From an optimization exercise on the open Yosys and OpenROAD flow, aimed at small area, a short achievable clock period and few clock cycles; shortcuts taken in it are not production practice.
RTL that was checked went through simulation tests only; none was proved equivalent to the original.
The RTL of runs 1 to 4 was laid out without a check of its function.
Power is estimated from default activity; no workload was simulated.

--- flow/config.mk ---
export PLATFORM = sky130hd
export DESIGN_NAME = tp_core
export DESIGN_NICKNAME = tp_core
export VERILOG_FILES = /design/flow/design.v
export SDC_FILE = /design/flow/constraint.sdc
export NUM_CORES = 4
export LEC_CHECK = 0
export CAP_MARGIN = 20
export CORE_MARGIN = 2
export CORE_UTILIZATION = 40
export SLEW_MARGIN = 20
--- flow/constraint.sdc ---
create_clock -name core_clock -period 10.0 [get_ports {clk}]
set_input_delay 2.0000 -clock core_clock [delete_from_list [all_inputs] [get_ports {clk}]]
set_output_delay 2.0000 -clock core_clock [all_outputs]
set_load 0.01 [all_outputs]
--- flow/design.v ---
module tp_core (
    input  wire        clk,
    input  wire        rst,
    input  wire        in_valid,
    input  wire [7:0]  in_data,
    input  wire        in_last,
    output reg         in_ready,
    output reg         bit_valid,
    output reg         bit_data,
    output reg         pm_valid,
    output wire [7:0]  pm_pos,
    output wire [31:0] pm_obs,
    output reg  [5:0]  pm_obsn,
    output reg  [4:0]  pm_score,
    output reg         fr_valid,
    output reg  [7:0]  fr_start,
    output wire [7:0]  fr_end,
    output reg         done,
    output reg  [9:0]  marker_count,
    output reg  [7:0]  bit_count,
    output reg  [2:0]  frame_count,
    output reg  [7:0]  frame_min_len,
    output reg  [7:0]  frame_max_len,
    output reg  [7:0]  pm_count,
    output reg         diag
);
    localparam [31:0] SYNCW = 32'hC3A55A1E;   
    localparam integer NG   = 86;             
    reg       i_v;
    reg [1:0] i_s;                  
    reg       i_last;
    wire accept = in_valid & in_ready;
    reg            pv;              
    reg            nz;              
    reg            ph;              
    reg  [1:0]     ts;
    reg  [3:0]     cs;
    reg  [6:0]     hd;
    reg  [1:0]     hs;
    reg  [4:0]     g [0:NG-1];
    wire       mk   = i_s[0] & i_s[1];
    wire       push = i_v & ~mk & (ts == 2'd2);
    wire       adv  = nz & ~ph;
    wire [4:0] gnew = {1'b0, cs} + (i_s[1] ? 5'd18 : i_s[0] ? 5'd9 : 5'd0);
    wire [3:0] csn  = (ts == 2'd0) ? {2'b00, i_s} :
                      cs + (i_s[1] ? 4'd6 : i_s[0] ? 4'd3 : 4'd0);
    wire [4:0] ge [0:127];
    genvar gi;
    generate
        for (gi = 0; gi < 128; gi = gi + 1) begin : gext
            if (gi == 0)       assign ge[gi] = {1'b0, cs};
            else if (gi <= NG) assign ge[gi] = g[gi-1];
            else               assign ge[gi] = 5'd0;
        end
    endgenerate
    wire [4:0] l1 [0:63];
    wire [4:0] l2 [0:31];
    wire [4:0] l3 [0:15];
    wire [4:0] l4 [0:7];
    wire [4:0] l5 [0:3];
    wire [4:0] l6 [0:1];
    generate
        for (gi = 0; gi < 64; gi = gi + 1) begin : mx1
            assign l1[gi] = hd[0] ? ge[2*gi+1] : ge[2*gi];
        end
        for (gi = 0; gi < 32; gi = gi + 1) begin : mx2
            assign l2[gi] = hd[1] ? l1[2*gi+1] : l1[2*gi];
        end
        for (gi = 0; gi < 16; gi = gi + 1) begin : mx3
            assign l3[gi] = hd[2] ? l2[2*gi+1] : l2[2*gi];
        end
        for (gi = 0; gi < 8; gi = gi + 1) begin : mx4
            assign l4[gi] = hd[3] ? l3[2*gi+1] : l3[2*gi];
        end
        for (gi = 0; gi < 4; gi = gi + 1) begin : mx5
            assign l5[gi] = hd[4] ? l4[2*gi+1] : l4[2*gi];
        end
        for (gi = 0; gi < 2; gi = gi + 1) begin : mx6
            assign l6[gi] = hd[5] ? l5[2*gi+1] : l5[2*gi];
        end
    endgenerate
    wire [4:0] gmid = hd[6] ? l6[1] : l6[0];
    reg       rd_v;
    reg [4:0] rd_g;
    reg [1:0] rd_hs;
    reg       rd_last;
    integer k;
    always @(posedge clk) begin
        if (push) begin
            g[0] <= gnew;
            for (k = 1; k < NG; k = k + 1)
                g[k] <= g[k-1];
        end
    end
    always @(posedge clk) begin
        rd_g  <= gmid;
        rd_hs <= hs;
        if (i_v & ~mk) begin
            cs <= csn;
            ts <= (ts == 2'd2) ? 2'd0 : ts + 2'd1;
            nz <= 1'b1;
            ph <= ~ph;
            if (adv)
                hs <= (hs == 2'd2) ? 2'd0 : hs + 2'd1;
            if (push)
                hd <= hd + 7'd1;
            else if (adv && hs == 2'd2)
                hd <= hd - 7'd1;
        end
        if (rst) begin
            pv <= 1'b0;
            rd_v <= 1'b0;
            rd_last <= 1'b0;
        end else begin
            rd_v    <= i_v & mk & pv & nz;
            rd_last <= i_v & i_last;
            if (i_v & mk)
                pv <= 1'b1;
            if (i_v & i_last)
                pv <= 1'b0;
        end
        if (rst || (i_v & (mk | i_last))) begin
            nz <= 1'b0;
            ph <= 1'b0;
            ts <= 2'd0;
            hd <= 7'd0;
            hs <= 2'd0;
        end
    end
    wire [1:0] dg2 = (rd_g >= 5'd18) ? 2'd2 : (rd_g >= 5'd9) ? 2'd1 : 2'd0;
    wire [3:0] rm2 = rd_g[3:0] - (dg2[1] ? 4'd2 : dg2[0] ? 4'd9 : 4'd0);    
    wire [1:0] dg1 = (rm2 >= 4'd6) ? 2'd2 : (rm2 >= 4'd3) ? 2'd1 : 2'd0;
    wire [1:0] dg0 = rm2[1:0] - (dg1[1] ? 2'd2 : dg1[0] ? 2'd3 : 2'd0);     
    wire [1:0] trit = (rd_hs == 2'd0) ? dg0 : (rd_hs == 2'd1) ? dg1 : dg2;
    reg r_last;
    always @(posedge clk) begin
        bit_data <= trit[1];
        if (rst) begin
            bit_valid <= 1'b0;
            r_last    <= 1'b0;
        end else begin
            bit_valid <= rd_v & (trit != 2'd0);
            r_last    <= rd_last;
        end
    end
    reg  [31:0] win;                
    reg         fl;                 
    reg         cl;                 
    reg         hw;                 
    reg         fopen;
    reg         fup;                
    reg  [7:0]  flen;               
    reg  [7:0]  pos;                
    reg         lpend;              
    reg         m1, m2, m3, m4;     
    assign pm_obs = win;
    assign fr_end = pos;
    assign pm_pos = pos;
    wire        clr    = done | rst;    
    wire        sh_r   = bit_valid & ~rst;
    wire        shift  = (bit_valid | fl) & ~rst;
    wire        qv     = ~clr & (hw | (pos == 8'hFF));
    wire        wbusy  = fl | cl | done;
    wire        wlast  = r_last | lpend;
    wire [23:0] dnext = win[29:6] ^ SYNCW[31:8];
    reg  [2:0]  ps [0:3];
    integer pj;
    always @(posedge clk) begin
        if (shift)
            for (pj = 0; pj < 4; pj = pj + 1)
                ps[pj] <= {2'd0, dnext[6*pj]}   + {2'd0, dnext[6*pj+1]} + {2'd0, dnext[6*pj+2]}
                        + {2'd0, dnext[6*pj+3]} + {2'd0, dnext[6*pj+4]} + {2'd0, dnext[6*pj+5]};
    end
    wire [4:0]  ndiff = ({2'd0, ps[0]} + {2'd0, ps[1]}) + ({2'd0, ps[2]} + {2'd0, ps[3]});
    wire        hit   = (ndiff <= 5'd4);
    wire        exact = sh_r & qv & ({win[30:0], bit_data} == SYNCW) & (~fo0 | (flen >= 8'd32));
    wire [2:0]  fc0   = clr ? 3'd0 : frame_count;
    wire        fo0   = clr ? 1'b0 : fopen;
    wire [7:0]  bc0   = clr ? 8'd0 : bit_count;
    wire        femit = (exact | cl) & fo0;       
    wire        nmin  = (fc0 == 3'd0) | (flen < frame_min_len);
    wire        nmax  = (fc0 == 3'd0) | (flen > frame_max_len);
    always @(posedge clk) begin
        if (shift)
            win <= {win[30:0], sh_r & bit_data};
        pm_score <= 5'd24 - ndiff;
        if (fup)
            fr_start <= pos;
        if (rst) begin
            fl            <= 1'b0;
            cl            <= 1'b0;
            done          <= 1'b0;
            pm_valid      <= 1'b0;
            fr_valid      <= 1'b0;
            fup           <= 1'b0;
            lpend         <= 1'b0;
            {m1, m2, m3, m4} <= 4'd0;
        end else begin
            done     <= cl;
            cl       <= fl & (pm_obsn == 6'd25);
            pm_valid <= shift & qv & hit;
            fr_valid <= femit;
            fup      <= exact;
            {m1, m2, m3, m4} <= {i_v & mk, m1, m2, m3};
            if (wlast & ~wbusy)
                fl <= 1'b1;
            else if (fl & (pm_obsn == 6'd25))
                fl <= 1'b0;
            lpend <= wlast & wbusy;
            if (exact)
                flen <= 8'd1;
            else if (sh_r)
                flen <= flen + 8'd1;
            else if (fl && pm_obsn == 6'd32)
                flen <= flen + 8'd31;
        end
        marker_count <= (clr ? 10'd0 : marker_count) + {9'd0, m4 & ~rst};
        bit_count    <= bc0 + {7'd0, sh_r};
        pm_count     <= (clr ? 8'd0 : pm_count) + {7'd0, pm_valid & ~rst};
        if (fl)
            pm_obsn <= pm_obsn - 6'd1;
        if (clr)
            pm_obsn <= 6'd32;
        if (shift)
            hw <= qv;
        else if (clr)
            hw <= 1'b0;
        if (shift)
            pos <= (clr ? 8'd224 : pos) + 8'd1;
        else if (clr)
            pos <= 8'd224;
        else if (cl)
            pos <= bit_count;
        fopen <= exact ? 1'b1 : (cl ? 1'b0 : fo0);
        frame_count <= fc0 + {2'd0, femit};
        if (clr) begin
            frame_min_len <= 8'd0;
            frame_max_len <= 8'd0;
        end
        if (femit) begin
            if (nmin) frame_min_len <= flen;
            if (nmax) frame_max_len <= flen;
        end
        if (cl)
            diag <= (bit_count != 8'd0) && (frame_count == 3'd0) && !fopen;
    end
    always @(posedge clk) begin
        i_s    <= in_data[1:0];
        i_last <= in_last;
        if (rst) begin
            i_v      <= 1'b0;
            in_ready <= 1'b1;
        end else begin
            i_v <= accept;
            if (accept & in_last)
                in_ready <= 1'b0;
            else if (fl & (pm_obsn == 6'd29))
                in_ready <= 1'b1;
        end
    end
endmodule
--- flow/flow/run.sh ---
#!/bin/bash
# Standard ORFS layout, with timing repair aiming at a larger setup margin.
set -euo pipefail
bash standard.sh SETUP_SLACK_MARGIN=7.0 finish > standard_flow.log 2>&1
--- flow/standard.sh ---
#!/bin/bash
# synth_recipe.tcl (not shown) runs the flow's synth.tcl, then flattens the netlist and writes it again
# the make line also repeats each setting of config.mk as NAME=value (left out here)
make -C /OpenROAD-flow-scripts/flow DESIGN_CONFIG=/design/flow/config.mk WORK_HOME=/design/flow/orfs CLKGATE_MAP_FILE= SYNTH_SCRIPT=/design/flow/synth_recipe.tcl "${@:-finish}"
==> qor.yml, run 1 <==
logic_synthesis:
  yosysWarnings: 3
  synth_area_per_cell_um2: 16.59
  synth.most_common_cell: "edfxtp_1"
  synth_largest_area_cell: "edfxtp_1"
  synth_commonest_cells: "edfxtp_1 (504), dfxtp_1 (99), mux4_2 (91)"
  synth_cell_type_count: 66
  syn_area_um2: 24710
  ys_seq_area_frac: 0.6926
  synthFlopType: "edfxtp_1"
  synth_top_area_share: 0.6124
  async_reset_ff_frac: 0
  synth_fp_nets: 1578
  synth_seq_cells: 603
  postSynthCellCount: 1490
  synthTopCellsByArea: "edfxtp_1 (61%), mux4_2 (8.3%), dfxtp_1 (8.0%)"
  synth-edff-count: 504
floorplanning:
  fp-row-count: 91
  dieHeight_um: 252.6
  num_io_pins: 131
  die_area_um2: 63790
  fp.dieW_um: 252.6
  core_region_area_um2: 61370
  start_util: 0.4027
placed_design:
  dp.cells: 2348
  place_congestion: 0.7575
  port_buffers: 124
  hpwl_mm: 28.33
cts:
  clk_pin_slew_ns: 0.06
  numCtsBuffers: 60
  tritoncts: "built"
  clkLatencyLatePin_ns: 0.63
  clock_sinks: 603
  cts.path.max_buffers: 3
  cts_hold_buf: 0
  cts_root_buffer: "clkbuf_16"
  htree_levels: 2
pwr:
  power_leakage_nw: 9.626
  ir_drop_v: 0.0001275
  internal-power_mw: 4.004
  p_clk_frac: 0.437
  p_comb_frac: 0.023
  p_sw_frac: 0.2018
  total_power_mw: 5.016
  power.density_nw_per_um2: 163.9
  power_frac_seq: 0.540
  power.switching_mw: 1.012
timing:
  finalSetupTns_ns: 0
  period_share: 0.3321
  finalCriticalPeriod_ns: 3.321
  hold_viol: 0
  rsz0062_at_grt: "yes"
  report.final.slew_viol_count: 0
  setup_viol: 0
  whs_ns: 0.4125
  finClkSkew_ns: 0.02861
  fmax_mhz: 301.1
  worst_slew_pin_slew_ns: 0.9454
  relSlewSlack: 0.3698
finish:
  fin_cells: 2610
  drive_above_1_share: 0.3538
  diodes: 0
  nNetsFinal: 1860
  synthToLayoutAreaGrowth_pct: 23.82
routing:
  viasPerCell: 5.262
  drtPass1Iterations: 5
  wire_per_inst_um: 20.06
  num_vias: 13734
  drt_iter0_drc: 935
  drc: 0
  ant_nets: 0
  wirelength_mm: 52.36
outcome:
  status: "finished clean"
min_path:
  worstHoldStart: "hs[1]"
  hp-class: "register to register"
global_route:
  grt_overflow: 0
  antenna_found_initial: 0
  grt_max_degree: 111
  grt_pass1_wl_mm: 79.91
  grtUsageTotal: 0.1596
  first_global_vias: 13909
critical_path:
  cp_max_fo: 8
  regToRegStartpoint: "rd_g[1]"
  cp-startpoint: "rst"
  startpoint_type: "input port"
  worst-setup-path-type: "input port to register"
  cp_data_required_time_ns: 10.53
  crit_buf_inv: 4
  endpoint_kind: "register"
  cp_slowest_cell: "a2111oi_4"
  critical-path-top-delay-family: "compound AO/OA/AOI/OAI gates"
  critical_path.max_stage_delay_ns: 0.34
  arrival_ns: 3.85
  crit_chain: "buf_8 -> buf_12 -> nor3b_2 -> nand4_1 -> a2111oi_4 -> buf_4 -> o21ai_4 -> a41oi_4 -> buf_6 -> nand3_2 -> o31ai_2"
flow_run:
  maxCapViolCount: 0
final cells by class:
| cell class | instances | area [um2] |
|---|---|---|
| well taps | 790 | 988.4 |
| fillers | 5001 | 30770 |
| inverters | 53 | 207.7 |
| flip-flops and latches | 603 | 17270 |
| clock inverters | 31 | 272.8 |
| clock buffers | 79 | 1634 |
| multi-input cells | 767 | 7543 |
| repair inverters | 3 | 22.52 |
| repair buffers | 284 | 2665 |
cells in the final DEF (no fill, tap or decap), types with 14 or more instances in the layout:
cell / count
a21oi_1: 35
buf_2: 48
buf_4: 129
buf_6: 84
clkbuf_1: 14
clkbuf_16: 63
clkinv_1: 15
dfxtp_1: 29
dfxtp_2: 45
dfxtp_4: 25
edfxtp_1: 504
fa_1: 20
ha_1: 41
inv_1: 49
mux2_2: 21
mux2i_1: 38
mux4_2: 91
nand2_1: 59
nand3_2: 23
nor2_1: 76
nor2b_1: 28
nor3_1: 14
o21ai_0: 23
xnor2_1: 26
xor2_1: 21
sequential cells by signal (all words and copies together), names as in the netlist, 10 cells and up:
| name | cells |
|---|---|
| win | 32 |
| ps | 12 |
| marker_count | 10 |
| g | 430 |
power groups by stage:
stage / sequential [mW] / combinational (mW) / clock (mW)
floorplan: 2.77 / 0.0558 / 0
global placement: 2.77 / 0.0842 / 0
detailed placement: 2.77 / 0.0862 / 0
CTS: 2.71 / 0.108 / 2.26
global route: 2.71 / 0.126 / 2.35
finish: 2.71 / 0.116 / 2.19
logic make-up after synthesis:
group	count (synthesis)	share of synthesized area
flip-flops	603	0.6926
AND/OR/NAND/NOR	310	0.06359
AO/OA/AOI/OAI	180	0.04967
multiplexers	151	0.1083
buffers and inverters	121	0.02298
adder cells (fa/ha/maj)	76	0.04546
XOR/XNOR	49	0.01737
timing repair:
action                                  4_1_cts  5_1_grt
cloned                                        9        3
gates resized for setup                     681       40
setup buffers                               102       38
pin swaps                                    14       30
endpoints found under the setup margin      331      184
worst paths after layout:
kind / end / slack (ns) / cells after the start
min reg2reg: rd_hs[1] / 0.41 / 0
min: rd_hs[1] / 0.41 / 0
max: frame_max_len[5] / 6.68 / 11
max reg2reg: bit_valid / 7.08 / 12
per-layer routing:
layer / vias to the layer above / GRT usage / share of wire
li1: 6341 / - / -
met1: 7009 / 0.2232 / 0.45
met2: 291 / 0.2553 / 0.48
met3: 93 / 0.02441 / 0.040
met4: 0 / 0.05528 / 0.028
met5: - / 0 / 0
per-stage QoR:
step / worst slack (ns) / util / area, um2
4_1_cts: 6.667 / 0.4900 / 30070
3_3_place_gp: 4.969 / 0.4403 / 27020
5_1_grt: 6.639 / 0.4986 / 30600
3_5_place_dp: 4.946 / 0.4403 / 27020
6_report: 6.679 / 0.4986 / 30600
2_1_floorplan: -5.184 / - / 25100
==> inputs of run 2 (changes only) <==
==> flow/flow/run.sh (replaced) <==
#!/bin/bash
# Standard ORFS layout, with timing repair aiming at a larger setup margin.
set -euo pipefail
bash standard.sh SETUP_SLACK_MARGIN=6.8 finish > standard_flow.log 2>&1
==> qor.yml, run 2 <==
cts:
  tritoncts: "built"
  clkLatencyLatePin_ns: 0.63  # about the same
  clock_sinks: 603  # unchanged
  numCtsBuffers: 61  # +1.7%
  cts_root_buffer: "clkbuf_16"
  cts.path.max_buffers: 3  # unchanged
  htree_levels: 2  # unchanged
  clk_pin_slew_ns: 0.06  # about the same
  cts_hold_buf: 0  # unchanged
floorplanning:
  core_region_area_um2: 61370  # unchanged
  dieHeight_um: 252.6  # unchanged
  start_util: 0.4027  # unchanged
  die_area_um2: 63790  # unchanged
  num_io_pins: 131  # unchanged
  fp-row-count: 91  # unchanged
  fp.dieW_um: 252.6  # unchanged
logic_synthesis:
  synth_seq_cells: 603  # unchanged
  synth_fp_nets: 1578  # unchanged
  synth_cell_type_count: 66  # unchanged
  synth-edff-count: 504  # unchanged
  synth_commonest_cells: "edfxtp_1 (504), dfxtp_1 (99), mux4_2 (91)"
  postSynthCellCount: 1490  # unchanged
  synth_top_area_share: 0.6124  # unchanged
  synthFlopType: "edfxtp_1"
  syn_area_um2: 24710  # unchanged
  synth_area_per_cell_um2: 16.59  # unchanged
  synth_largest_area_cell: "edfxtp_1"
  synth.most_common_cell: "edfxtp_1"
  ys_seq_area_frac: 0.6926  # unchanged
  yosysWarnings: 3  # unchanged
  synthTopCellsByArea: "edfxtp_1 (61%), mux4_2 (8.3%), dfxtp_1 (8.0%)"
  async_reset_ff_frac: 0  # unchanged
placed_design:
  place_congestion: 0.7806  # +3.0%
  hpwl_mm: 28.18  # -0.53%
  placed_area_um2: 26980  # -0.14%
  port_buffers: 124  # unchanged
critical_path:
  arrival_ns: 3.92  # +0.07 ns
  reg2reg_to: "bit_valid"
  worst-setup-path-type: "input port to register"
  cp_max_fo: 8  # unchanged
  endpoint_kind: "register"
  ff2ff_setup_slack_ns: 6.96  # -0.12 ns
  reg2reg_depth: 12  # unchanged
  startpoint_type: "input port"
  cp_data_required_time_ns: 10.51  # -0.02 ns
  regToRegStartpoint: "rd_g[1]"
timing:
  report.final.slew_viol_count: 0  # unchanged
  worst_slew_pin_slew_ns: 1.086  # +0.1411 ns
  fmax_mhz: 293.6  # -2.5%
  hold_viol: 0  # unchanged
  period_share: 0.3406  # +0.008529
  finalCriticalPeriod_ns: 3.406  # +0.08529 ns
  setup_viol: 0  # unchanged
  rsz0062_at_grt: "yes"
  relSlewSlack: 0.2757  # -0.09405
  finClkSkew_ns: 0.02961  # +0.001000 ns
outcome:
  status: "finished clean"
routing:
  drtPass1Iterations: 5  # unchanged
  wire_per_inst_um: 19.56  # -2.5%
  viasPerCell: 5.238  # -0.45%
  wirelength_mm: 50.14  # -4.2%
  drc: 0  # unchanged
  num_vias: 13431  # -2.2%
  drt_iter0_drc: 937  # +0.21%
  ant_nets: 0  # unchanged
min_path:
  hold_end: "rd_hs[1]"
  worstHoldStart: "hs[1]"
  whs_path_depth: 0  # unchanged
  hp-class: "register to register"
global_route:
  grt_pass1_wl_mm: 77.71  # -2.8%
  grt_overflow: 0  # unchanged
  first_global_vias: 13592  # -2.3%
  antenna_found_initial: 0  # unchanged
  grtUsageTotal: 0.1542  # -0.005412
  grt_max_degree: 209  # +88%
finish:
  final_cell_mix: "edfxtp_1 (504), buf_2 (99), buf_4 (93)"
  layout_commonest_cell: "edfxtp_1"
  finalInstanceArea_um2: 29580  # -3.3%
  largest_reg_flops: 430  # unchanged
  diodes: 0  # unchanged
  top_regs: "g (430), win (32), ps (12)"
  nNetsFinal: 1811  # -2.6%
  largest_register: "g"
  drive_above_1_share: 0.3129  # -0.04099
  synthToLayoutAreaGrowth_pct: 19.69
  final_util: 0.4820  # -0.01662
pwr:
  internal-power_mw: 4.009  # +0.13%
  power.density_nw_per_um2: 170.0  # +3.7%
  p_clk_frac: 0.442  # +0.005
  power.switching_mw: 1.020  # +0.76%
  p_comb_frac: 0.020  # -0.003
  power_leakage_nw: 9.267  # -3.7%
  ir_drop_v: 0.0001616  # +27%
  p_sw_frac: 0.2028  # +0.001012
  power_frac_seq: 0.539  # about the same
flow_run:
  maxCapViolCount: 0  # unchanged
[run 2: cell counts after synthesis]
No cell type changed its count.
[run 2: what timing repair did]
action                                  4_1_cts  5_1_grt
pin swaps                                     6        6
endpoints found under the setup margin      309      158
resized for setup                           573       22
setup buffers                                78       15
cloned                                        4        5
[run 2: layer usage]
metal	track usage	share of wire	up-vias
met1	0.2192	0.46	6811
met3	0.02327	0.039	89
met5	0	0	-
li1	-	-	6249
met4	0.05207	0.026	0
met2	0.2434	0.47	282
[run 2: logic make-up after synthesis]
logic type,count (synthesis),synth area share
compound gates,180,0.04967
flops,603,0.6926
fa+ha+maj,76,0.04546
mux,151,0.1083
buf+inv,121,0.02298
xor+xnor,49,0.01737
simple gates,310,0.06359
[run 2: critical path, stage by stage]
cell and delay, ns:
buf_8 0.10, buf_12 0.13, nor3b_2 0.18, nand4_1 0.26, a2111oi_4 0.49, o21ai_4 0.16
buf_4 0.17, a41o_4 0.28, nand3_2 0.08, o21ai_1 0.05
[run 2: power by group through the flow]
| stage | registers [mW] | clock network, mW | logic, mW |
|---|---|---|---|
| 2_1_floorplan | 2.77 | 0 | 0.0554 |
| 3_3_place_gp | 2.77 | 0 | 0.0846 |
| 3_5_place_dp | 2.77 | 0 | 0.0858 |
| 4_1_cts | 2.71 | 2.29 | 0.0951 |
| 5_1_grt | 2.71 | 2.39 | 0.109 |
| 6_report | 2.71 | 2.22 | 0.0992 |
[run 2: area by class of cell]
cell class	count	area [um2]
Inverter	53	205.2
Timing Repair inverter	2	12.51
Clock buffer	75	1600
Fill cell	5126	31790
Timing Repair Buffer	235	1822
Sequential cell	603	17210
Multi-Input combinational cell	767	7400
Tap cell	790	988.4
Clock inverter	39	339.1
[run 2: stage by stage]
stage / worst slack [ns] / hold slack [ns] / std cells / power (mW) / setup TNS [ns]
after floorplan: -5.184 / 0.3791 / 1490 / 2.822 / -824.20
after global placement: 4.963 / 0.3975 / 2348 / 2.851 / 0
after detailed placement: 4.989 / 0.4059 / 2348 / 2.852 / 0
after CTS: 6.667 / 0.4219 / 2544 / 5.094 / 0
after global routing: 6.550 / 0.4317 / 2564 / 5.205 / 0
final: 6.594 / 0.4185 / 2564 / 5.029 / 0
[run 2: worst max path at each step]
stage          startpoint                to  slack, ns  depth (start not counted)
4_1_cts            pos[4]         fr_end[4]       6.67                          2
3_3_place_gp          rst  frame_max_len[0]       4.96                          9
2_1_floorplan      i_s[1]             hd[6]      -5.18                         12
5_1_grt               rst  frame_max_len[3]       6.55                         10
3_5_place_dp          rst  frame_max_len[3]       4.99                          9
6_report              rst  frame_min_len[6]       6.59                         10
==> inputs of run 3 (changes only) <==
--- a/flow/design.v
+++ b/flow/design.v
@@ -17,7 +17,7 @@
     output wire [7:0]  fr_end,
     output reg         done,
     output reg  [9:0]  marker_count,
-    output reg  [7:0]  bit_count,
+    output wire [7:0]  bit_count,
     output reg  [2:0]  frame_count,
     output reg  [7:0]  frame_min_len,
     output reg  [7:0]  frame_max_len,
@@ -29,6 +29,7 @@
     reg       i_v;
     reg [1:0] i_s;                  
     reg       i_last;
+    reg       rst_q;                
     wire accept = in_valid & in_ready;
     reg            pv;              
     reg            nz;              
@@ -107,7 +108,7 @@
             else if (adv && hs == 2'd2)
                 hd <= hd - 7'd1;
         end
-        if (rst) begin
+        if (rst_q) begin
             pv <= 1'b0;
             rd_v <= 1'b0;
             rd_last <= 1'b0;
@@ -119,7 +120,7 @@
             if (i_v & i_last)
                 pv <= 1'b0;
         end
-        if (rst || (i_v & (mk | i_last))) begin
+        if (rst_q || (i_v & (mk | i_last))) begin
             nz <= 1'b0;
             ph <= 1'b0;
             ts <= 2'd0;
@@ -135,7 +136,7 @@
     reg r_last;
     always @(posedge clk) begin
         bit_data <= trit[1];
-        if (rst) begin
+        if (rst_q) begin
             bit_valid <= 1'b0;
             r_last    <= 1'b0;
         end else begin
@@ -156,9 +157,10 @@
     assign pm_obs = win;
     assign fr_end = pos;
     assign pm_pos = pos;
-    wire        clr    = done | rst;    
-    wire        sh_r   = bit_valid & ~rst;
-    wire        shift  = (bit_valid | fl) & ~rst;
+    assign bit_count = pos;       
+    wire        clr    = done | rst_q;    
+    wire        sh_r   = bit_valid & ~rst_q;
+    wire        shift  = (bit_valid | fl) & ~rst_q;
     wire        qv     = ~clr & (hw | (pos == 8'hFF));
     wire        wbusy  = fl | cl | done;
     wire        wlast  = r_last | lpend;
@@ -176,7 +178,6 @@
     wire        exact = sh_r & qv & ({win[30:0], bit_data} == SYNCW) & (~fo0 | (flen >= 8'd32));
     wire [2:0]  fc0   = clr ? 3'd0 : frame_count;
     wire        fo0   = clr ? 1'b0 : fopen;
-    wire [7:0]  bc0   = clr ? 8'd0 : bit_count;
     wire        femit = (exact | cl) & fo0;       
     wire        nmin  = (fc0 == 3'd0) | (flen < frame_min_len);
     wire        nmax  = (fc0 == 3'd0) | (flen > frame_max_len);
@@ -186,7 +187,7 @@
         pm_score <= 5'd24 - ndiff;
         if (fup)
             fr_start <= pos;
-        if (rst) begin
+        if (rst_q) begin
             fl            <= 1'b0;
             cl            <= 1'b0;
             done          <= 1'b0;
@@ -214,9 +215,8 @@
             else if (fl && pm_obsn == 6'd32)
                 flen <= flen + 8'd31;
         end
-        marker_count <= (clr ? 10'd0 : marker_count) + {9'd0, m4 & ~rst};
-        bit_count    <= bc0 + {7'd0, sh_r};
-        pm_count     <= (clr ? 8'd0 : pm_count) + {7'd0, pm_valid & ~rst};
+        marker_count <= (clr ? 10'd0 : marker_count) + {9'd0, m4 & ~rst_q};
+        pm_count     <= (clr ? 8'd0 : pm_count) + {7'd0, pm_valid & ~rst_q};
         if (fl)
             pm_obsn <= pm_obsn - 6'd1;
         if (clr)
@@ -230,7 +230,7 @@
         else if (clr)
             pos <= 8'd224;
         else if (cl)
-            pos <= bit_count;
+            pos <= pos + 8'd24;         
         fopen <= exact ? 1'b1 : (cl ? 1'b0 : fo0);
         frame_count <= fc0 + {2'd0, femit};
         if (clr) begin
@@ -242,20 +242,20 @@
             if (nmax) frame_max_len <= flen;
         end
         if (cl)
-            diag <= (bit_count != 8'd0) && (frame_count == 3'd0) && !fopen;
+            diag <= (pos != 8'd232) && (frame_count == 3'd0) && !fopen;
     end
     always @(posedge clk) begin
         i_s    <= in_data[1:0];
         i_last <= in_last;
-        if (rst) begin
-            i_v      <= 1'b0;
+        rst_q  <= rst;
+        i_v    <= accept & ~rst_q;
+        if (rst)
+            in_ready <= 1'b0;
+        else if (rst_q)
             in_ready <= 1'b1;
-        end else begin
-            i_v <= accept;
-            if (accept & in_last)
-                in_ready <= 1'b0;
-            else if (fl & (pm_obsn == 6'd29))
-                in_ready <= 1'b1;
-        end
+        else if (accept & in_last)
+            in_ready <= 1'b0;
+        else if (fl & (pm_obsn == 6'd29))
+            in_ready <= 1'b1;
     end
 endmodule
==> flow/flow/run.sh (replaced) <==
#!/bin/bash
# Standard ORFS layout, with timing repair aiming at a larger setup margin.
set -euo pipefail
bash standard.sh SETUP_SLACK_MARGIN=7.0 finish > standard_flow.log 2>&1
==> qor.yml, run 3 <==
critical_path:
  regToRegStartpoint: "rd_g[3]"
  worst-setup-path-type: "register to output port"
  crit_chain: "buf_6 -> buf_6"
  cp.depth: 2  # -8
  reg2reg_depth: 13  # +1
  reg2reg_to: "bit_valid"
  startpoint_type: "register"
  path_common_cell: "buf_6"
  ff2ff_setup_slack_ns: 7.14  # +0.18 ns
  crit_buf_inv: 2  # -1
  cp_max_fo: 3  # -5
  critical-path-top-delay-family: "flip-flops"
  critical_path.max_stage_delay_ns: 0.43  # -0.06 ns
  cp_data_required_time_ns: 8.00  # -2.51 ns
  cp_slowest_cell: "edfxtp_1"
  endpoint_kind: "output port"
  arrival_ns: 1.31  # -2.61 ns
finish:
  largest_register: "g"
  diodes: 0  # unchanged
  fillers: 5052  # -1.4%
  finalInstanceArea_um2: 29350  # -0.77%
  nNetsFinal: 1797  # -0.77%
  final_util: 0.4854  # +0.003384
  largest_reg_flops: 430  # unchanged
  final_cell_mix: "edfxtp_1 (504), buf_4 (106), mux4_2 (86)"
  synthToLayoutAreaGrowth_pct: 19.88
  fin_cells: 2543  # -0.82%
  drive_above_1_share: 0.2936  # -0.01927
  top_regs: "g (430), win (32), ps (12)"
  layout_commonest_cell: "edfxtp_1"
logic_synthesis:
  synth_largest_area_cell: "edfxtp_1"
  synth.most_common_cell: "edfxtp_1"
  synth_top_family_by_area: "multiplexers"
  syn_area_um2: 24480  # -0.93%
  ys_seq_area_frac: 0.6934  # +0.0007888
  synth_seq_cells: 596  # -1.2%
  synth_commonest_cells: "edfxtp_1 (504), dfxtp_1 (92), mux4_2 (86)"
  postSynthCellCount: 1468  # -1.5%
  synth_compound_area_frac: 0.04109  # -0.008578
  synth_xor_area_frac: 0.01502  # -0.002341
  synthTopCellsByArea: "edfxtp_1 (62%), mux4_2 (7.9%), dfxtp_1 (7.5%)"
  synth_cell_type_count: 67  # +1.5%
  synth_simple_gate_area_frac: 0.06076  # -0.002826
  synth_top_area_share: 0.6182  # +0.005758
  synth_fa_ha_area_frac: 0.04538  # -0.00008354
  synth_area_per_cell_um2: 16.68  # +0.55%
  synthFlopType: "edfxtp_1"
  synth-edff-count: 504  # unchanged
  async_reset_ff_frac: 0  # unchanged
  synth.area.mux_share: 0.1180  # +0.009655
  yosysWarnings: 3  # unchanged
  synth_fp_nets: 1555  # -1.5%
placed_design:
  placed_area_um2: 26450  # -2.0%
  dp.cells: 2317  # -1.3%
  place_ws_ns: 6.247  # +1.258 ns
  hpwl_mm: 27.76  # -1.5%
  port_buffers: 124  # unchanged
  place_congestion: 0.7707  # -1.3%
timing:
  fin_ws_ns: 6.692  # +0.09779 ns
  fmax_mhz: 302.3  # +3.0%
  whs_ns: 0.4008  # -0.01763 ns
  hold_viol: 0  # unchanged
  worst_slew_pin_slew_ns: 0.7688  # -0.3176 ns
  setup_viol: 0  # unchanged
  relSlewSlack: 0.4802  # +0.2045
  report.final.slew_viol_count: 0  # unchanged
  rsz0062_at_grt: "yes"
  finalCriticalPeriod_ns: 3.308  # -0.09779 ns
  finalSetupTns_ns: 0  # unchanged
  period_share: 0.3308  # -0.009779
  finClkSkew_ns: 0.01725  # -0.01236 ns
routing:
  ant_nets: 0  # unchanged
  viasPerCell: 5.210  # -0.54%
  wirelength_mm: 48.88  # -2.5%
  drc: 0  # unchanged
  drt_iter0_drc: 1006  # +7.4%
  wire_per_inst_um: 19.22  # -1.7%
  num_vias: 13249  # -1.4%
  drtPass1Iterations: 5  # unchanged
min_path:
  hold_end: "rd_hs[1]"
  whs_path_depth: 0  # unchanged
  worstHoldStart: "hs[1]"
  hp-class: "register to register"
floorplanning:
  core_region_area_um2: 60470  # -1.5%
  start_util: 0.4049  # +0.002184
  die_area_um2: 63200  # -0.92%
  num_io_pins: 131  # unchanged
  dieHeight_um: 251.4  # -0.46%
  fp.dieW_um: 251.4  # -0.46%
  fp-row-count: 90  # -1.1%
global_route:
  grt_max_degree: 114  # -45%
  grt_pass1_wl_mm: 77.25  # -0.59%
  first_global_vias: 13429  # -1.2%
  grt_overflow: 0  # unchanged
  antenna_found_initial: 0  # unchanged
  grtUsageTotal: 0.1550  # +0.0007486
pwr:
  total_power_mw: 4.919  # -2.2%
  ir_drop_v: 0.0001418  # -12%
  power_leakage_nw: 9.389  # +1.3%
  power.density_nw_per_um2: 167.6  # -1.4%
cts:
  cts.path.max_buffers: 3  # unchanged
  clkLatencyLatePin_ns: 0.61  # -0.02 ns
  clock_sinks: 596  # -1.2%
  clk_pin_slew_ns: 0.06  # about the same
  tritoncts: "built"
  htree_levels: 2  # unchanged
  numCtsBuffers: 60  # -1.6%
  cts_root_buffer: "clkbuf_16"
outcome:
  status: "finished clean"
flow_run:
  maxCapViolCount: 0  # unchanged
run 3: changes by cell type after synthesis, sizes merged, moves of 11 or more:
cell,previous run,this run
inv,52,63
mux2,22,9
mux2i,38,85
nand3,39,27
nor2,81,66
o31ai,14,1
run 3: cell type report:
cell class | count | area, um2 | share of cell area
inverters | 64 | 244.0 | 0.008312
repair buffers | 250 | 2222 | 0.07571
clock buffers | 78 | 1610 | 0.05486
multi-input cells | 738 | 6929 | 0.2361
clock inverters | 35 | 295.3 | 0.01006
well taps | 782 | 978.4 | 0.03333
flip-flops and latches | 596 | 17070 | 0.5817
run 3: worst max-delay path by stage:
stage	endpoint	slack [ns]	start
2_1_floorplan	hd[1]	1.39	i_s[1]
3_3_place_gp	g[51][2]	6.31	i_v
3_5_place_dp	g[51][2]	6.25	i_v
4_1_cts	fr_end[5]	6.67	pos[5]
5_1_grt	fr_end[5]	6.63	pos[5]
6_report	bit_count[4]	6.69	pos[4]
run 3: power by group:
group | internal [mW] | switching [mW]
sequential | 2.66 | 0.00723
combinational | 0.0364 | 0.0371
clock | 1.24 | 0.936
total | 3.94 | 0.980
run 3: metal layers:
metal | global-route usage | up-vias | part of all wire
met1 | 0.2251 | 6767 | 0.47
met4 | 0.04490 | 0 | 0.021
met3 | 0.02733 | 71 | 0.046
li1 | - | 6128 | -
met5 | 0 | - | 0
met2 | 0.2400 | 283 | 0.46
run 3: what timing repair did:
item / in CTS / in global routing
gates resized for setup: 619 / 20
cloned: 3 / 0
setup endpoints to repair: 333 / 123
hold buffers: 0 / 0
setup buffers: 94 / 16
pin swaps: 5 / 7
run 3: cells by family after synthesis:
kind of cell | Yosys count
buf+inv | 134
flops | 596
mux | 180
compound gates | 150
fa+ha+maj | 75
simple gates | 291
xor+xnor | 42
==> inputs of run 4 (changes only) <==
==> flow/flow/run.sh (replaced) <==
#!/bin/bash
# Standard ORFS layout, with timing repair aiming at a larger setup margin.
set -euo pipefail
bash standard.sh SETUP_SLACK_MARGIN=6.8 finish > standard_flow.log 2>&1
==> qor.yml, run 4 <==
floorplanning:
  start_util: 0.4049  # unchanged
  num_io_pins: 131  # unchanged
  fp-row-count: 90  # unchanged
  fp.dieW_um: 251.4  # unchanged
  core_region_area_um2: 60470  # unchanged
  dieHeight_um: 251.4  # unchanged
  die_area_um2: 63200  # unchanged
critical_path:
  reg2reg_depth: 13  # unchanged
  worst-setup-path-type: "register to output port"
  cp_max_fo: 3  # unchanged
  cp_data_required_time_ns: 8.00  # about the same
  arrival_ns: 1.31  # about the same
  endpoint_kind: "output port"
  startpoint_type: "register"
pwr:
  power_frac_seq: 0.544  # about the same
  p_clk_frac: 0.442  # about the same
  power_leakage_nw: 9.089  # -3.2%
  ir_drop_v: 0.0001402  # -1.1%
  total_power_mw: 4.911  # -0.16%
  power.switching_mw: 0.9756  # -0.47%
  p_comb_frac: 0.014  # about the same
  p_sw_frac: 0.1987  # -0.0006249
  power.density_nw_per_um2: 171.4  # +2.3%
  internal-power_mw: 3.935  # about the same
routing:
  drt_iter0_drc: 990  # -1.6%
  wire_per_inst_um: 19.05  # -0.90%
  viasPerCell: 5.222  # +0.23%
  num_vias: 13071  # -1.3%
  wirelength_mm: 47.67  # -2.5%
  ant_nets: 0  # unchanged
  drtPass1Iterations: 6  # +1
  drc: 0  # unchanged
logic_synthesis:
  synth_cell_type_count: 67  # unchanged
  yosysWarnings: 3  # unchanged
  synth_top_area_share: 0.6182  # unchanged
  syn_area_um2: 24480  # unchanged
  async_reset_ff_frac: 0  # unchanged
  postSynthCellCount: 1468  # unchanged
  synth.most_common_cell: "edfxtp_1"
  synth_fp_nets: 1555  # unchanged
  ys_seq_area_frac: 0.6934  # unchanged
  synth_area_per_cell_um2: 16.68  # unchanged
  synthTopCellsByArea: "edfxtp_1 (62%), mux4_2 (7.9%), dfxtp_1 (7.5%)"
  synth_seq_cells: 596  # unchanged
  synth-edff-count: 504  # unchanged
  synth_commonest_cells: "edfxtp_1 (504), dfxtp_1 (92), mux4_2 (86)"
  synthFlopType: "edfxtp_1"
  synth_largest_area_cell: "edfxtp_1"
min_path:
  hp-class: "register to register"
  whs_path_depth: 0  # unchanged
cts:
  tritoncts: "built"
  clock_sinks: 596  # unchanged
  cts.path.max_buffers: 3  # unchanged
  numCtsBuffers: 60  # unchanged
  clk_pin_slew_ns: 0.06  # about the same
  cts_hold_buf: 0  # unchanged
  clkLatencyLatePin_ns: 0.61  # about the same
  htree_levels: 2  # unchanged
  cts_root_buffer: "clkbuf_16"
timing:
  finClkSkew_ns: 0.01503  # -0.002215 ns
  finalSetupTns_ns: 0  # unchanged
  period_share: 0.3306  # about the same
  fmax_mhz: 302.5  # about the same
  setup_viol: 0  # unchanged
  report.final.slew_viol_count: 0  # unchanged
  worst_slew_pin_slew_ns: 0.8882  # +0.1194 ns
  rsz0062_at_grt: "yes"
  relSlewSlack: 0.4078  # -0.07238
  finalCriticalPeriod_ns: 3.306  # -0.002390 ns
  hold_viol: 0  # unchanged
finish:
  fillers: 5142  # +1.8%
  layout_commonest_cell: "edfxtp_1"
  largest_register: "g"
  synthToLayoutAreaGrowth_pct: 17.04
  diodes: 0  # unchanged
  largest_reg_flops: 430  # unchanged
  final_util: 0.4739  # -0.01150
  final_cell_mix: "edfxtp_1 (504), buf_2 (98), mux4_2 (86)"
  drive_above_1_share: 0.2679  # -0.02572
  top_regs: "g (430), win (32), ps (12)"
  nNetsFinal: 1757  # -2.2%
flow_run:
  maxCapViolCount: 0  # unchanged
placed_design:
  place_congestion: 0.7707  # unchanged
  hpwl_mm: 27.76  # unchanged
  port_buffers: 124  # unchanged
global_route:
  grtUsageTotal: 0.1515  # -0.003498
  grt_pass1_wl_mm: 75.79  # -1.9%
  first_global_vias: 13165  # -2.0%
  grt_overflow: 0  # unchanged
  antenna_found_initial: 0  # unchanged
  grt_max_degree: 115  # +0.88%
outcome:
  status: "finished clean"
==> run 4: cell count changes in the layout (fill, tap and decap cells not counted), sizes merged <==
| cell | change |
|---|---|
| bufbuf | -1 |
| clkdlybuf4s15 | +10 |
| buf | -49 |
==> run 4: timing repair <==
item,in CTS,in global routing
endpoints found under the setup margin,329,219
setup buffers,61,10
hold endpoints to repair,0,0
gates resized for setup,515,31
cloned,2,0
pin swaps,0,2
==> run 4: worst paths after layout <==
path | from | slack [ns] | to
setup / recovery | pos[4] | 6.69 | bit_count[4]
hold / removal | hs[1] | 0.40 | rd_hs[1]
setup reg to reg | rd_g[1] | 6.98 | bit_valid
hold reg to reg | hs[1] | 0.40 | rd_hs[1]
==> run 4: area by class of cell <==
cell class,count,area (um2),area share
Sequential cell,596,17050,0.5950
Multi-Input combinational cell,738,6908,0.2411
Clock buffer,78,1610,0.05619
Timing Repair Buffer,210,1569,0.05475
Tap cell,782,978.4,0.03414
Clock inverter,35,295.3,0.01030
Inverter,64,244.0,0.008514
==> run 4: per-stage QoR <==
stage | std cells | hold WS [ns] | instance area (um2) | worst slack, ns
floorplan | 1468 | 0.3723 | 24500 | 1.391
global placement | 2317 | 0.3822 | 26450 | 6.308
detailed placement | 2317 | 0.3950 | 26450 | 6.247
CTS | 2493 | 0.4050 | 28630 | 6.673
global route | 2503 | 0.4175 | 28660 | 6.629
finish | 2503 | 0.4012 | 28660 | 6.694
==> run 4: power groups by stage <==
stage	clock network [mW]	registers (mW)	logic [mW]
4_1_cts	2.24	2.67	0.0682
6_report	2.17	2.67	0.0684
5_1_grt	2.34	2.67	0.0757
3_3_place_gp	0	2.73	0.0595
2_1_floorplan	0	2.73	0.0396
3_5_place_dp	0	2.73	0.0606
==> run 4: worst max-delay path: stages (launching register included) <==
cell      delay (ns)
edfxtp_1        0.43
buf_6           0.16
buf_6           0.11
==> run 4: kinds of logic after synthesis <==
kind of cell             count (synthesis)  synth area share
AO/OA/AOI/OAI                          150           0.04109
adder cells (fa/ha/maj)                 75           0.04538
flip-flops                             596            0.6934
buffers and inverters                  134           0.02637
multiplexers                           180            0.1180
XOR/XNOR                                42           0.01502
AND/OR/NAND/NOR                        291           0.06076
==> run 4: metal layers <==
| layer | vias to the layer above | GRT usage | share of wire |
|---|---|---|---|
| met4 | 0 | 0.03980 | 0.018 |
| met5 | - | 0 | 0 |
| met1 | 6677 | 0.2233 | 0.48 |
| li1 | 6042 | - | - |
| met3 | 67 | 0.02599 | 0.048 |
| met2 | 285 | 0.2332 | 0.46 |
==> inputs of run 5 (changes only) <==
--- a/flow/design.v
+++ b/flow/design.v
@@ -54,33 +54,13 @@
             else               assign ge[gi] = 5'd0;
         end
     endgenerate
-    wire [4:0] l1 [0:63];
-    wire [4:0] l2 [0:31];
-    wire [4:0] l3 [0:15];
-    wire [4:0] l4 [0:7];
-    wire [4:0] l5 [0:3];
-    wire [4:0] l6 [0:1];
-    generate
-        for (gi = 0; gi < 64; gi = gi + 1) begin : mx1
-            assign l1[gi] = hd[0] ? ge[2*gi+1] : ge[2*gi];
-        end
-        for (gi = 0; gi < 32; gi = gi + 1) begin : mx2
-            assign l2[gi] = hd[1] ? l1[2*gi+1] : l1[2*gi];
-        end
-        for (gi = 0; gi < 16; gi = gi + 1) begin : mx3
-            assign l3[gi] = hd[2] ? l2[2*gi+1] : l2[2*gi];
-        end
-        for (gi = 0; gi < 8; gi = gi + 1) begin : mx4
-            assign l4[gi] = hd[3] ? l3[2*gi+1] : l3[2*gi];
-        end
-        for (gi = 0; gi < 4; gi = gi + 1) begin : mx5
-            assign l5[gi] = hd[4] ? l4[2*gi+1] : l4[2*gi];
-        end
-        for (gi = 0; gi < 2; gi = gi + 1) begin : mx6
-            assign l6[gi] = hd[5] ? l5[2*gi+1] : l5[2*gi];
-        end
-    endgenerate
-    wire [4:0] gmid = hd[6] ? l6[1] : l6[0];
+    reg  [4:0] gmid;
+    integer gx;
+    always @(*) begin
+        gmid = 5'd0;
+        for (gx = 0; gx <= NG; gx = gx + 1)
+            gmid = gmid | (ge[gx] & {5{hd == gx}});
+    end
     reg       rd_v;
     reg [4:0] rd_g;
     reg [1:0] rd_hs;
@@ -181,12 +161,11 @@
     wire        femit = (exact | cl) & fo0;       
     wire        nmin  = (fc0 == 3'd0) | (flen < frame_min_len);
     wire        nmax  = (fc0 == 3'd0) | (flen > frame_max_len);
-    always @(posedge clk) begin
-        if (shift)
-            win <= {win[30:0], sh_r & bit_data};
+    wire        c24   = cl & ~shift & ~clr;
+    always @(posedge clk) begin
+        win      <= ({win[30:0], sh_r & bit_data} & {32{shift}}) | (win & {32{~shift}});
         pm_score <= 5'd24 - ndiff;
-        if (fup)
-            fr_start <= pos;
+        fr_start <= (pos & {8{fup}}) | (fr_start & {8{~fup}});
         if (rst_q) begin
             fl            <= 1'b0;
             cl            <= 1'b0;
@@ -217,45 +196,23 @@
         end
         marker_count <= (clr ? 10'd0 : marker_count) + {9'd0, m4 & ~rst_q};
         pm_count     <= (clr ? 8'd0 : pm_count) + {7'd0, pm_valid & ~rst_q};
-        if (fl)
-            pm_obsn <= pm_obsn - 6'd1;
-        if (clr)
-            pm_obsn <= 6'd32;
+        pm_obsn <= clr ? 6'd32 : pm_obsn - {5'd0, fl};
         if (shift)
             hw <= qv;
         else if (clr)
             hw <= 1'b0;
-        if (shift)
-            pos <= (clr ? 8'd224 : pos) + 8'd1;
-        else if (clr)
-            pos <= 8'd224;
-        else if (cl)
-            pos <= pos + 8'd24;         
+        pos <= (clr ? 8'd224 : pos) + {3'd0, c24, c24, 2'd0, shift};
         fopen <= exact ? 1'b1 : (cl ? 1'b0 : fo0);
         frame_count <= fc0 + {2'd0, femit};
-        if (clr) begin
-            frame_min_len <= 8'd0;
-            frame_max_len <= 8'd0;
-        end
-        if (femit) begin
-            if (nmin) frame_min_len <= flen;
-            if (nmax) frame_max_len <= flen;
-        end
-        if (cl)
-            diag <= (pos != 8'd232) && (frame_count == 3'd0) && !fopen;
+        frame_min_len <= (flen & {8{femit & nmin}}) | (frame_min_len & {8{~(femit & nmin) & ~clr}});
+        frame_max_len <= (flen & {8{femit & nmax}}) | (frame_max_len & {8{~(femit & nmax) & ~clr}});
+        diag <= (cl & (pos != 8'd232) & (frame_count == 3'd0) & ~fopen) | (~cl & diag);
     end
     always @(posedge clk) begin
         i_s    <= in_data[1:0];
         i_last <= in_last;
         rst_q  <= rst;
         i_v    <= accept & ~rst_q;
-        if (rst)
-            in_ready <= 1'b0;
-        else if (rst_q)
-            in_ready <= 1'b1;
-        else if (accept & in_last)
-            in_ready <= 1'b0;
-        else if (fl & (pm_obsn == 6'd29))
-            in_ready <= 1'b1;
+        in_ready <= ~rst & (rst_q | (((fl & (pm_obsn == 6'd29)) | in_ready) & ~(accept & in_last)));
     end
 endmodule
--- a/flow/config.mk
+++ b/flow/config.mk
@@ -8,4 +8,6 @@
 export CAP_MARGIN = 20
 export CORE_MARGIN = 2
 export CORE_UTILIZATION = 40
+export CTS_CLUSTER_DIAMETER = 100
+export CTS_CLUSTER_SIZE = 30
 export SLEW_MARGIN = 20
==> qor.yml, run 5 <==
finish:
  nNetsFinal: 1855  # +5.6%
  final_cell_mix: "edfxtp_1 (495), a22oi_1 (113), buf_4 (113)"
  largest_reg_flops: 430  # unchanged
  diodes: 0  # unchanged
  largest_register: "g"
  top_regs: "g (430), ps (12), marker_count (10)"
  fin_cells: 2559  # +2.2%
  layout_commonest_cell: "edfxtp_1"
  final_util: 0.4624  # -0.01149
  finalInstanceArea_um2: 27190  # -5.1%
  synthToLayoutAreaGrowth_pct: 14.64
  drive_above_1_share: 0.2156  # -0.05230
  fillers: 5202  # +1.2%
routing:
  num_vias: 14822  # +13%
  drtPass1Iterations: 6  # unchanged
  viasPerCell: 5.792  # +11%
  wire_per_inst_um: 23.64  # +24%
  wirelength_mm: 60.51  # +27%
  drc: 0  # unchanged
  ant_nets: 0  # unchanged
  drt_iter0_drc: 1840  # +86%
timing:
  finalSetupTns_ns: 0  # unchanged
  setup_viol: 0  # unchanged
  period_share: 0.3296  # -0.0009690
  finClkSkew_ns: 0.03285  # +0.01781 ns
  report.final.slew_viol_count: 0  # unchanged
  rsz0062_at_grt: "yes"
  finalCriticalPeriod_ns: 3.296  # -0.009690 ns
  relSlewSlack: 0.2006  # -0.2073
  fmax_mhz: 303.4  # +0.29%
  worst_slew_pin_slew_ns: 1.199  # +0.3109 ns
  hold_viol: 0  # unchanged
pwr:
  power_leakage_nw: 8.697  # -4.3%
  power.density_nw_per_um2: 147.0  # -14%
  total_power_mw: 3.995  # -19%
  ir_drop_v: 0.0001575  # +12%
critical_path:
  startpoint_type: "register"
  path_common_cell: "buf_6"
  crit_buf_inv: 3  # +1
  worst-setup-path-type: "register to output port"
  critical_path.max_stage_delay_ns: 0.37  # -0.06 ns
  cp-startpoint: "pos[4]"
  arrival_ns: 1.30  # about the same
  cp_data_required_time_ns: 8.00  # about the same
  regToRegStartpoint: "hd[1]"
  endpoint_kind: "output port"
  crit_chain: "buf_6 -> buf_6 -> buf_6"
  critical-path-top-delay-family: "flip-flops"
  cp_max_fo: 3  # unchanged
  cp_slowest_cell: "dfxtp_4"
floorplanning:
  num_io_pins: 131  # unchanged
  core_region_area_um2: 58800  # -2.8%
  dieHeight_um: 247.5  # -1.6%
  start_util: 0.4033  # -0.001538
  fp.dieW_um: 247.5  # -1.6%
  fp-row-count: 89  # -1.1%
  die_area_um2: 61250  # -3.1%
logic_synthesis:
  synthTopCellsByArea: "edfxtp_1 (63%), dfxtp_1 (8.5%), a22oi_1 (3.6%)"
  synth_largest_area_cell: "edfxtp_1"
  synth_cell_type_count: 71  # +6.0%
  async_reset_ff_frac: 0  # unchanged
  ys_seq_area_frac: 0.7120  # +0.01866
  synth_seq_cells: 596  # unchanged
  synth.most_common_cell: "edfxtp_1"
  syn_area_um2: 23720  # -3.1%
  synth_commonest_cells: "edfxtp_1 (495), a22oi_1 (113), dfxtp_1 (101)"
  synthFlopType: "edfxtp_1"
  synth_area_per_cell_um2: 14.95  # -10%
  synth_fp_nets: 1673  # +7.6%
  yosysWarnings: 3  # unchanged
  synth-edff-count: 495  # -1.8%
  postSynthCellCount: 1586  # +8.0%
  synth_top_area_share: 0.6268  # +0.008629
placed_design:
  port_buffers: 124  # unchanged
  placed_area_um2: 25740  # -2.7%
  place_congestion: 0.8387  # +8.8%
  hpwl_mm: 37.11  # +34%
  dp.cells: 2414  # +4.2%
global_route:
  grt_overflow: 0  # unchanged
  antenna_found_initial: 0  # unchanged
  grtUsageTotal: 0.1932  # +0.04175
  grt_pass1_wl_mm: 89.67  # +18%
  grt_max_degree: 97  # -16%
  first_global_vias: 14339  # +8.9%
min_path:
  hp-class: "register to register"
  worstHoldStart: "hs[0]"
cts:
  clkLatencyLatePin_ns: 0.61  # about the same
  clk_pin_slew_ns: 0.11  # +0.05 ns
  cts_hold_buf: 0  # unchanged
  numCtsBuffers: 25  # -58%
  clock_sinks: 596  # unchanged
  cts.path.max_buffers: 3  # unchanged
  cts_root_buffer: "clkbuf_16"
  tritoncts: "built"
  htree_levels: 1  # -1
outcome:
  status: "finished clean"
flow_run:
  maxCapViolCount: 0  # unchanged
## run 5: power by group
group          switching [mW]  internal, mW
combinational          0.0246        0.0181
clock                   0.772         0.526
sequential            0.00523          2.65
total                   0.802          3.19
## run 5: metal layers
metal  global-route usage  part of all wire  up-vias
li1                     -                 -     6533
met1               0.2763              0.42     7459
met2               0.3035              0.46      706
met3              0.02498             0.085      124
met4              0.06957             0.037        0
met5                    0                 0        -
## run 5: kinds of logic (layout without fill, tap and decap cells)
| family | count (synthesis) | after routing | synth area share |
|---|---|---|---|
| AOI/OAI and AO/OA | 344 | 344 | 0.1064 |
| xor gates and xnor gates | 41 | 41 | 0.01572 |
| adders and majority gates | 75 | 75 | 0.04653 |
| buffers and inverters | 159 | 359 | 0.02981 |
| DFF | 596 | 596 | 0.7120 |
| muxes | 16 | 16 | 0.006911 |
| and+or+nand+nor | 355 | 355 | 0.08262 |
## run 5: what timing repair did
item                                    4_1_cts  5_1_grt
pin swaps                                     1        2
buffers inserted                             79       20
endpoints found under the setup margin      399      256
cloned                                        1        0
resized for setup                           550       40
## run 5: area by class of cell
class / instances / area [um2] / share of cell area
clock inverter: 8 / 108.9 / 0.004004
tap: 773 / 967.2 / 0.03557
timing repair buffer: 251 / 1879 / 0.06912
sequential: 596 / 17010 / 0.6255
multi-input combinational: 831 / 6250 / 0.2299
inverter: 62 / 259.0 / 0.009526
timing repair inverter: 1 / 16.27 / 0.0005983
clock buffer: 37 / 701.9 / 0.02582
## run 5: worst paths after layout
path	to	slack (ns)	cells past startpoint
setup / recovery	fr_end[4]	6.70	3
hold / removal	rd_hs[0]	0.41	0
setup reg to reg	rd_g[2]	6.75	9
hold reg to reg	rd_hs[0]	0.41	0
## run 5: per-stage QoR
step,hold slack [ns],setup WS [ns]
final,0.4061,6.704
after global routing,0.4220,6.666
after floorplan,0.3671,6.893
after global placement,0.3801,5.571
after CTS,0.4047,6.666
after detailed placement,0.3861,5.460
Testbench counts of run 5, summed over its fixed seeds: cycles 49,242.
==> inputs of run 6 (changes only) <==
--- a/flow/config.mk
+++ b/flow/config.mk
@@ -8,6 +8,4 @@
 export CAP_MARGIN = 20
 export CORE_MARGIN = 2
 export CORE_UTILIZATION = 40
-export CTS_CLUSTER_DIAMETER = 100
-export CTS_CLUSTER_SIZE = 30
 export SLEW_MARGIN = 20
==> qor.yml, run 6 <==
outcome:
  status: "finished clean"
global_route:
  grtUsageTotal: 0.1977  # +0.004509
  grt_max_degree: 97  # unchanged
  first_global_vias: 14604  # +1.8%
  antenna_found_initial: 0  # unchanged
  grt_overflow: 0  # unchanged
  grt_pass1_wl_mm: 91.17  # +1.7%
cts:
  cts_hold_buf: 0  # unchanged
  htree_levels: 2  # +1
  clk_pin_slew_ns: 0.06  # -0.05 ns
  cts.path.max_buffers: 3  # unchanged
  tritoncts: "built"
  cts_root_buffer: "clkbuf_16"
  numCtsBuffers: 60  # +140%
  clock_sinks: 596  # unchanged
  clkLatencyLatePin_ns: 0.64  # +0.03 ns
routing:
  ant_nets: 0  # unchanged
  viasPerCell: 5.750  # -0.73%
  drc: 0  # unchanged
  num_vias: 14972  # +1.0%
  drtPass1Iterations: 5  # -1
  wire_per_inst_um: 23.58  # -0.25%
  wirelength_mm: 61.41  # +1.5%
  drt_iter0_drc: 1997  # +8.5%
logic_synthesis:
  synth.most_common_cell: "edfxtp_1"
  synth_largest_area_cell: "edfxtp_1"
  synth_commonest_cells: "edfxtp_1 (495), a22oi_1 (113), dfxtp_1 (101)"
  synth_cell_type_count: 71  # unchanged
  synth_fp_nets: 1673  # unchanged
  synthTopCellsByArea: "edfxtp_1 (63%), dfxtp_1 (8.5%), a22oi_1 (3.6%)"
  postSynthCellCount: 1586  # unchanged
  ys_seq_area_frac: 0.7120  # unchanged
  yosysWarnings: 3  # unchanged
  synth_seq_cells: 596  # unchanged
  synth_area_per_cell_um2: 14.95  # unchanged
  syn_area_um2: 23720  # unchanged
  synth-edff-count: 495  # unchanged
  synthFlopType: "edfxtp_1"
  async_reset_ff_frac: 0  # unchanged
  synth_top_area_share: 0.6268  # unchanged
timing:
  finalSetupTns_ns: 0  # unchanged
  finalCriticalPeriod_ns: 3.233  # -0.06317 ns
  finClkSkew_ns: 0.04440  # +0.01155 ns
  period_share: 0.3233  # -0.006317
  setup_viol: 0  # unchanged
  worst_slew_pin_slew_ns: 1.172  # -0.02750 ns
  report.final.slew_viol_count: 0  # unchanged
  relSlewSlack: 0.2189  # +0.01833
  rsz0062_at_grt: "yes"
  fmax_mhz: 309.3  # +2.0%
  hold_viol: 0  # unchanged
finish:
  fillers: 5135  # -1.3%
  largest_reg_flops: 430  # unchanged
  final_util: 0.4753  # +0.01285
  layout_commonest_cell: "edfxtp_1"
  drive_above_1_share: 0.2251  # +0.009571
  nNetsFinal: 1866  # +0.59%
  fin_cells: 2604  # +1.8%
  top_regs: "g (430), ps (12), marker_count (10)"
  final_cell_mix: "edfxtp_1 (495), a22oi_1 (113), buf_2 (106)"
  largest_register: "g"
  synthToLayoutAreaGrowth_pct: 17.83
critical_path:
  cp.depth: 1  # -2
  endpoint_kind: "output port"
  critical_path.max_stage_delay_ns: 0.43  # +0.06 ns
  cp_slowest_cell: "edfxtp_1"
  crit_chain: "buf_2"
  ff2ff_setup_slack_ns: 6.84  # +0.09 ns
  worst-setup-path-type: "register to output port"
  regToRegStartpoint: "hd[0]"
  arrival_ns: 1.23  # -0.07 ns
  cp_max_fo: 2  # -1
  reg2reg_to: "rd_g[1]"
  reg2reg_depth: 8  # -1
  crit_buf_inv: 1  # -2
  startpoint_type: "register"
  crit_end: "pm_obs[18]"
  cp_data_required_time_ns: 8.00  # about the same
  critical-path-top-delay-family: "flip-flops"
floorplanning:
  core_region_area_um2: 58800  # unchanged
  num_io_pins: 131  # unchanged
  start_util: 0.4033  # unchanged
  dieHeight_um: 247.5  # unchanged
  fp-row-count: 89  # unchanged
  die_area_um2: 61250  # unchanged
  fp.dieW_um: 247.5  # unchanged
min_path:
  hp-class: "register to register"
  worstHoldStart: "hs[0]"
pwr:
  power.density_nw_per_um2: 175.4  # +19%
  power_leakage_nw: 9.130  # +5.0%
  ir_drop_v: 0.0001328  # -16%
placed_design:
  place_congestion: 0.8387  # unchanged
  port_buffers: 124  # unchanged
  dp.cells: 2414  # unchanged
  hpwl_mm: 37.11  # unchanged
flow_run:
  maxCapViolCount: 0  # unchanged
-- run 6: cell types whose count changed in the layout (fill, tap and decap cells not counted), moves of 3 or more --
| cell | before | now |
|---|---|---|
| buf_2 | 80 | 106 |
| buf_4 | 113 | 102 |
| buf_6 | 28 | 11 |
| bufinv_16 | 0 | 5 |
| clkbuf_1 | 10 | 6 |
| clkbuf_16 | 26 | 60 |
| clkbuf_2 | 6 | 0 |
| clkdlybuf4s15_2 | 16 | 0 |
| clkinv_1 | 1 | 16 |
| clkinv_2 | 2 | 21 |
| dfxtp_1 | 40 | 43 |
-- run 6: power by group --
| group | switching (mW) | leakage (nW) | internal (mW) | total (mW) |
|---|---|---|---|---|
| registers | 0.00535 | 4.67 | 2.65 | 2.66 |
| logic | 0.0242 | 3.51 | 0.0174 | 0.0417 |
| clock network | 0.970 | 0.957 | 1.23 | 2.20 |
| total | 0.999 | 9.13 | 3.90 | 4.90 |
-- run 6: worst min path at each step --
stage | endpoint | depth (start not counted)
global placement | rd_hs[0] | 0
CTS | rd_hs[0] | 0
detailed placement | rd_hs[0] | 0
global route | rd_hs[0] | 0
finish | rd_hs[0] | 0
floorplan | rd_hs[0] | 0
-- run 6: cell type report --
class / count / area [um2] / share of cell area
Antenna cell: 1 / 2.502 / 0.00008955
Clock buffer: 66 / 1524 / 0.05454
Clock inverter: 47 / 395.4 / 0.01415
Inverter: 62 / 259.0 / 0.009269
Multi-Input combinational cell: 831 / 6255 / 0.2238
Sequential cell: 596 / 17000 / 0.6083
Tap cell: 773 / 967.2 / 0.03461
Timing Repair Buffer: 227 / 1525 / 0.05458
Timing Repair inverter: 1 / 16.27 / 0.0005821
-- run 6: kinds of logic after synthesis --
group | share of synthesized area
AO/OA/AOI/OAI | 0.1064
XOR/XNOR | 0.01572
adder cells (fa/ha/maj) | 0.04653
buffers and inverters | 0.02981
flip-flops | 0.7120
multiplexers | 0.006911
AND/OR/NAND/NOR | 0.08262
-- run 6: metal layers --
metal	track usage	share of wire	up-vias
met3	0.03503	0.093	135
li1	-	-	6601
met5	0	0	-
met2	0.3032	0.45	765
met1	0.2810	0.42	7471
met4	0.07591	0.036	0
-- run 6: repair_timing --
| action | 4_1_cts | 5_1_grt |
|---|---|---|
| resized for setup | 584 | 14 |
| pin swaps | 1 | 1 |
| buffers inserted | 63 | 12 |
| endpoints found under the setup margin | 398 | 229 |
| gates cloned | 1 | 0 |
-- run 6: metrics by stage --
step / hold WS (ns) / power [mW] / cell area (um2) / worst slack (ns)
2_1_floorplan: 0.3671 / 2.739 / 23740 / 6.893
3_3_place_gp: 0.3801 / 2.754 / 25740 / 5.571
3_5_place_dp: 0.3861 / 2.755 / 25740 / 5.460
4_1_cts: 0.3966 / 4.949 / 27800 / 6.730
5_1_grt: 0.4136 / 5.054 / 27940 / 6.736
6_report: 0.3991 / 4.900 / 27940 / 6.767

==> separate check: timing with driven ports <==
The flow's constraints put no driver on any port. The routed layouts listed below were extracted and timed again, unchanged, in two steps.
Step 1 assumes that a clkbuf_16 drives the clock port and a buf_2 every other input.
Step 2 moves the port delays by t, midway between the first and last clock arrival at a register: inputs arrive t later, outputs are due t later. That takes back most of the time a late clock gives input paths.
Three values: no drivers, after step 1, after step 2; two values: the first two.
run | t, ns | setup WS [ns] | hold WS [ns] | slew at the worst register clock pin (ns) | cell pins on the clock port's net
run 1 | 0.677 | 6.679 / 6.638 / 6.021 | 0.412 / 0.412 / 0.412 | 0.07 / 0.07 | 1
run 2 | 0.665 | 6.594 / 6.609 / 5.944 | 0.418 / 0.418 / 0.418 | 0.06 / 0.06 | 1
run 3 | 0.664 | 6.692 / 6.635 / 7.053 | 0.401 / 0.401 / 0.401 | 0.07 / 0.07 | 1
run 4 | 0.663 | 6.694 / 6.637 / 6.976 | 0.401 / 0.401 / 0.401 | 0.07 / 0.07 | 1
run 5 | 0.653 | 6.704 / 6.648 / 6.746 | 0.406 / 0.406 / 0.406 | 0.12 / 0.12 | 1
run 6 | 0.681 | 6.767 / 6.705 / 6.842 | 0.399 / 0.399 / 0.399 | 0.07 / 0.07 | 1
After both steps setup and hold are still met in every run listed. For run 1, which loses most, drivers alone change the setup slack by -0.041 ns; drivers and shift together by -0.658 ns.
